From an optimization exercise on the open Yosys and OpenROAD flow, aimed at small area, a short achievable clock period and few clock cycles per item; shortcuts taken in it are not production practice.
In this exercise RTL edits were held to simulation tests only and were not proved equivalent to the original.
No activity file was given, so power comes from the tool's default toggle rates.

Setup of job 5633:
// tsq_decoder
module tsq_decoder (
    input  wire        clk,
    input  wire        rst,           
    input  wire        start,         
    input  wire        ext,           
    input  wire [22:0] in_size,       
    output wire        idle,
    input  wire        in_valid,
    input  wire [7:0]  in_data,
    output wire        in_ready,
    output wire        mem_re,
    output wire [17:0] mem_raddr,
    input  wire [7:0]  mem_rdata,     
    output wire        mem_we,
    output wire [17:0] mem_waddr,
    output wire [7:0]  mem_wdata,
    output wire        done,          
    output wire [3:0]  status,
    output wire [18:0] out_size
);
    localparam [22:0] OUTPUT_SIZE = 23'd327680;
    localparam [2:0] ST_OK       = 3'd0;
    localparam [2:0] ERR_SIZE    = 3'd2;
    localparam [2:0] ERR_INSIZE  = 3'd3;
    localparam [2:0] ERR_UNDERRUN= 3'd4;
    localparam [2:0] ERR_OFFSET  = 3'd5;
    localparam [2:0] ERR_OVERLAP = 3'd6;
    localparam [2:0] ERR_OVERRUN = 3'd7;
    localparam B_IDLE = 0,
               B_HDR  = 1,    
               B_WAIT = 2,    
               B_GHDR = 3,    
               B_LIT  = 4,    
               B_OFF0 = 5,
               B_OFF1 = 6,
               B_VAL  = 7,    
               B_FIN  = 8,    
               B_DONE = 9,
               B_CHK  = 10;   
    localparam [10:0] P_IDLE = 11'd1 << B_IDLE,
                      P_CHK  = 11'd1 << B_CHK,
                      P_HDR  = 11'd1 << B_HDR,
                      P_WAIT = 11'd1 << B_WAIT,
                      P_GHDR = 11'd1 << B_GHDR,
                      P_LIT  = 11'd1 << B_LIT,
                      P_OFF0 = 11'd1 << B_OFF0,
                      P_OFF1 = 11'd1 << B_OFF1,
                      P_VAL  = 11'd1 << B_VAL,
                      P_FIN  = 11'd1 << B_FIN,
                      P_DONE = 11'd1 << B_DONE;
    localparam [2:0] I_GHDR = 3'd0,
                     I_LIT  = 3'd1,
  ...
==> flow/config.mk <==
export PLATFORM = sky130hd
export DESIGN_NAME = tsq_decoder
export DESIGN_NICKNAME = tsq_decoder
export VERILOG_FILES = /design/flow/design.v
export SDC_FILE = /design/flow/constraint.sdc
export NUM_CORES = 4
export LEC_CHECK = 0
export CAP_MARGIN = 20
export CORE_MARGIN = 2
export CORE_UTILIZATION = 60
export CTS_CLUSTER_DIAMETER = 60
export CTS_CLUSTER_SIZE = 20
export SETUP_SLACK_MARGIN = 4.6
export SLEW_MARGIN = 20
==> flow/constraint.sdc <==
create_clock -name core_clock -period 7.5 [get_ports {clk}]
set_input_delay 1.5000 -clock core_clock [delete_from_list [all_inputs] [get_ports {clk}]]
set_output_delay 1.5000 -clock core_clock [all_outputs]
set_load 0.01 [all_outputs]
standard.sh (not shown) runs the stock make flow with config.mk's settings and CLKGATE_MAP_FILE= SYNTH_SCRIPT=/design/flow/synth_recipe.tcl, a recipe that flattens the netlist after the stock synthesis.
==> flow/flow/run.sh <==
#!/bin/bash
# The standard layout, with the port buffers placed as the smallest buffer
# cell (the resizer sizes them up where timing needs it).
set -euo pipefail
export BUFFER_PORTS_ARGS="-buffer_cell sky130_fd_sc_hd__buf_1"
bash standard.sh > standard.log 2>&1
Testbench counts of job 5633, summed over its fixed seeds: cycles 400,444, bytes 355,495.
[inputs] job 4855 vs job 5633
- removing CTS_CLUSTER_DIAMETER (formerly 60)
- removing CTS_CLUSTER_SIZE (formerly 20)
==> comparison <==
- Job 4855 ended up with flop to flop as its classification of the worst setup path; job 5633 ended up with primary input to flop.
- After detailed routing, job 5633 needs less wire than job 4855.
- Comparing job 4855 against job 5633, there is no change at all in number of cells in the design after placement.
- Note that the clock buffer count recorded for job 5633 amounts to 0.62 times the value seen in job 4855.
[inputs] job 9433 vs job 4855
- CORE_UTILIZATION: 60 -> 40
==> flow/run.sh (new file) <==
#!/bin/bash
# synth_recipe.tcl (not shown) runs the flow's synth.tcl, then flattens the netlist and writes it again
# the make line also repeats each setting of config.mk as NAME=value (left out here)
make -C /OpenROAD-flow-scripts/flow DESIGN_CONFIG=/design/flow/config.mk WORK_HOME=/design/flow/orfs CLKGATE_MAP_FILE= SYNTH_SCRIPT=/design/flow/synth_recipe.tcl finish
removed: flow/flow/run.sh
removed: flow/standard.sh
Notes after the runs:
Higher number of fill cells in the layout goes to job 9433 over job 4855.
A highest layer used for signal routing of met5 is what job 4855 shows, while met4 belongs to job 9433.
Summary of job 9433 over job 4855: post-cts gate resize count has increased, final area +6.5%, die outline area shows an increase of 12000 µm².
On first-pass GRT wire length, the higher figure sits with job 9433, not job 4855.
Reported for job 4855 and job 9433, number of iterations in the first detailed-routing pass turned out identical to the last digit.
Est. power | job 9433 vs job 4855 | job 9433 lower
Fmax for job 9433: 6.8 MHz down relative to job 4855
Edits applied to the flow inputs when going from job 9433 to job 7907:
- a change of SETUP_SLACK_MARGIN from 4.6 to 5.0
- a change of CORE_UTILIZATION from 40 to 60
- an added CTS_CLUSTER_SIZE of 20
- an added CTS_CLUSTER_DIAMETER of 60
==> flow/flow/run.sh (new file) <==
#!/bin/bash
# The standard layout, with the port buffers placed as the smallest buffer
# cell (the resizer sizes them up where timing needs it).
set -euo pipefail
export BUFFER_PORTS_ARGS="-buffer_cell sky130_fd_sc_hd__buf_1"
bash standard.sh > standard.log 2>&1
==> flow/standard.sh (new file) <==
#!/bin/bash
# synth_recipe.tcl (not shown) runs the flow's synth.tcl, then flattens the netlist and writes it again
# the make line also repeats each setting of config.mk as NAME=value (left out here)
make -C /OpenROAD-flow-scripts/flow DESIGN_CONFIG=/design/flow/config.mk WORK_HOME=/design/flow/orfs CLKGATE_MAP_FILE= SYNTH_SCRIPT=/design/flow/synth_recipe.tcl "${@:-finish}"
removed: flow/run.sh
Notes after the runs:
- Synthesized-area fraction occupied by and/or/nand/nor cells: job 7907 vs job 9433 identical
- Job 7907 ended up with met5 as its uppermost metal layer occupied by signal nets; job 9433 ended up with met4.
- Taking job 9433 as the reference, in job 7907 final instance count without filler cells lower; signed area change from the synthesized netlist to the final layout now sits higher; instance count on the critical path now larger.
- Job 9433 → job 7907: setup slack went up by 160 ps; wire length rose by 13%; placer's final routability congestion estimate picked up an extra 5.9%; non-clock buffer count higher; overall track demand over capacity in global routing went up.

---

run 1:
Another version of the RTL of tsq_decoder (not shown whole).
For scale: about 1,400 cells after synthesis, ~250 flip-flops, roughly 13,000 sq um of cells after synthesis.
export LEC_CHECK = 0
export CAP_MARGIN = 20
export CORE_MARGIN = 2
export CORE_UTILIZATION = 60
export CTS_CLUSTER_DIAMETER = 60
export CTS_CLUSTER_SIZE = 20
export SETUP_SLACK_MARGIN = 4.8
export SLEW_MARGIN = 20
create_clock -name core_clock -period 7.5 [get_ports {clk}]
==> flow/flow/run.sh <==
#!/bin/bash
# The standard layout, with the port buffers placed as the smallest buffer
# cell (the resizer sizes them up where timing needs it).
set -euo pipefail
export BUFFER_PORTS_ARGS="-buffer_cell sky130_fd_sc_hd__buf_1"
bash standard.sh > standard.log 2>&1
Run 1 went all the way through synthesis, placement and routing and the layout is clean on timing, DRC and antenna.
Testbench counts of run 1, summed over its fixed seeds: cycles 402,748, bytes 355,495.
Inputs modified between run 1 and run 2:
Settings: swapping 4.8 for 4.85 in SETUP_SLACK_MARGIN.
--- outcome ---
- Looking at the reports, run 2 completed the entire flow and the layout it produced met the timing, design-rule and antenna checks.
- Comparing run 2 against run 1, there is no change at all in summed negative setup slack over all endpoints.
- Reported for run 1 and run 2, height of the die turned out identical to the last digit.
- Diff run 1 -> run 2: part of the power in combinational logic essentially unchanged; setup slack of the critical path after layout has decreased; worst stage delay on the critical path -150 ps.
- Any difference in worst hold slack between run 2 and run 1 is small enough to ignore.
- Comparing the two runs side by side, run 2 comes out behind run 1 on first-pass GRT wire length.
Input changes introduced in run 3 (baseline for comparison: run 2):
Settings: PLACE_DENSITY: unset -> 0.75; SETUP_SLACK_MARGIN: 4.85 -> 4.8.
Notes after the runs:
Fraction of area in registers came out higher on run 3 than on run 2.
Run 2 has a higher wire length of the first global-routing pass than run 3.
Global-route usage: lower on run 3
In the flow results for run 2 and run 3, the time the worst path needs with I/O delays and setup is smaller on run 2.
Going from run 2 to run 3, the number of cells traversed by the worst register-to-register path was found to have gone up by 2.
The following lists how run 4 was set up differently from run 3:
Settings: a deleted PLACE_DENSITY that had been 0.75; an added GPL_TIMING_DRIVEN of 0.
Results
Every run (run 3 and run 4) finished clean.
Changes observed in run 4 relative to run 3: signed area change from the synthesized netlist to the final layout now sits higher, setup clock skew after layout now sits higher, final weighted congestion in routability-driven placement now sits lower, hold slack now sits lower, final design area excluding fillers now sits higher.

---

== run A ==
Starting RTL as in the previous note.
// tsq_decoder
module tsq_decoder (
    input  wire        clk,
    input  wire        rst,           
    input  wire        start,         
    input  wire        ext,           
    input  wire [22:0] in_size,       
    output wire        idle,
    input  wire        in_valid,
    input  wire [7:0]  in_data,
    output wire        in_ready,
    output wire        mem_re,
    output wire [17:0] mem_raddr,
    input  wire [7:0]  mem_rdata,     
    output wire        mem_we,
    output wire [17:0] mem_waddr,
    output wire [7:0]  mem_wdata,
    output wire        done,          
    output wire [3:0]  status,
    output wire [18:0] out_size
);
clock: 7.5 ns
lec_check: 0
cap_margin: 20
core_margin: 2
core_utilization: 60
cts_cluster_diameter: 60
cts_cluster_size: 20
setup_slack_margin: 4.6
slew_margin: 20
Scripts as last shown in full above: flow/flow/run.sh
Testbench counts of run A, summed over its fixed seeds: cycles 402,748, bytes 355,495.
The inputs of run B differ from those of run A as listed below.
Settings: an added CTS_BUF_LIST of sky130_fd_sc_hd__clkbuf_8; a change of SETUP_SLACK_MARGIN from 4.6 to 4.8; a change of CTS_CLUSTER_SIZE from 20 to 14; a change of CTS_CLUSTER_DIAMETER from 60 to 50.
==> comparison <==
- Run B completed; timing, DRC and antenna clean
- Power of the combinational group (run B vs. run A) increases by more than 10%
- The worst setup slack of run B was superior to that of run A.
- Run A vs run B, end point of the critical path: pj[8] vs in_ready
- Worst hold slack after final layout on run B is down relative to run A.
- Delta (run B minus run A): clock-buffer cell count increased 8, maximum achievable frequency higher, worst setup slack before clock tree synthesis increased by 0.21 ns relative to the old numbers, via count +269.
- Clock group share of total power ends up higher on run A.
- Cell count: run B higher than run A
- Re area added between synthesis and finish: run A and run B aren't equal, and the lower value belongs to run A.
- Of run A and run B, run B shows the lower share of the clock period used by the worst path, with run A above it.
Input-level comparison between run C and run B:
Settings: CTS_CLUSTER_DIAMETER: 50 -> 60; CAP_MARGIN: 20 -> 0; CTS_CLUSTER_SIZE: 14 -> 20; CTS_BUF_LIST: sky130_fd_sc_hd__clkbuf_8 -> unset; SLEW_MARGIN: 20 -> 0.
==> summary.txt <==
- From run B to run C the numbers moved as follows: instance count along the most critical hold path moved up; clock power now sits higher; TritonCTS buffer count went down by 31%.
- Cell count: run C lower than run B
- Actual slew at the worst max-slew pin was lower in run B than in run C.
- Power delta for run C relative to run B: 120 µW higher
The following lists how run D was set up differently from run C:
Settings: swapping 0 for 20 in SLEW_MARGIN; swapping 4.8 for 4.7 in SETUP_SLACK_MARGIN; swapping 0 for 20 in CAP_MARGIN.
[summary]
No stage failed in run D, and the final checks on the layout all came back clean.
Run D vs. run C: boundary pin count was more or less identical, relative contribution of the clock network to total power has increased, critical path depth grew by 1, aggregate routed wire length now larger, number of buffers inserted during clock tree synthesis climbed 4.
Relative to run C, the detailed route wirelength on metal2 measured on run D has increased slightly.

[separate check: timing with driven ports]
The results above use ideal ports. As a check the final layouts listed here were re-extracted and re-timed, cells and wires unchanged.
Step 1 sets driving cells, clkbuf_16 on the clock port and buf_2 on the other inputs (assumed; they add their load-dependent delay and slew).
Step 2 adds t to the input delays and takes it off the output delays; t is the mean of the earliest and latest rising clock arrival at the registers after step 1. Input paths then give back, and output paths get back, about the clock's delay inside the block.
Slacks: no drivers / after step 1 / after step 2; pairs: no drivers / after step 1.
run | t, ns | setup WS [ns] | worst hold slack (ns) | worst slew at a driven data input, ns | pins driven straight from the clock port
job 5633 | 0.554 | 4.602 / 4.625 / 4.071 | 0.467 / 0.467 / 0.467 | 0.04 | 1
job 4855 | 0.587 | 4.641 / 4.617 / 4.161 | 0.489 / 0.489 / 0.489 | 0.04 | 1
job 9433 | 0.587 | 4.584 / 4.611 / 4.024 | 0.493 / 0.493 / 0.493 | 0.05 | 1
job 7907 | 0.570 | 4.746 / 4.746 / 4.252 | 0.450 / 0.450 / 0.450 | 0.05 | 1
run 1 | 0.554 | 4.833 / 4.787 / 4.304 | 0.492 / 0.492 / 0.492 | 0.06 | 1
run 2 | 0.562 | 4.810 / 4.812 / 4.273 | 0.492 / 0.492 / 0.492 | 0.04 | 1
run 3 | 0.552 | 4.806 / 4.772 / 4.256 | 0.503 / 0.503 / 0.503 | 0.05 | 1
run 4 | 0.561 | 4.787 / 4.786 / 4.271 | 0.494 / 0.494 / 0.494 | 0.08 | 1
run A | 0.570 | 4.666 / 4.672 / 4.120 | 0.509 / 0.509 / 0.509 | 0.05 | 1
run B | 0.614 | 4.788 / 4.745 / 4.218 | 0.479 / 0.479 / 0.479 | 0.06 | 1
run C | 0.554 | 4.833 / 4.787 / 4.304 | 0.492 / 0.492 / 0.492 | 0.06 | 1
run D | 0.576 | 4.742 / 4.696 / 4.228 | 0.494 / 0.494 / 0.494 | 0.04 | 1
After both steps setup and hold are still met in every run listed. The setup slack of run B, which loses most, moves by -0.043 ns with the drivers and by -0.570 ns with both steps.
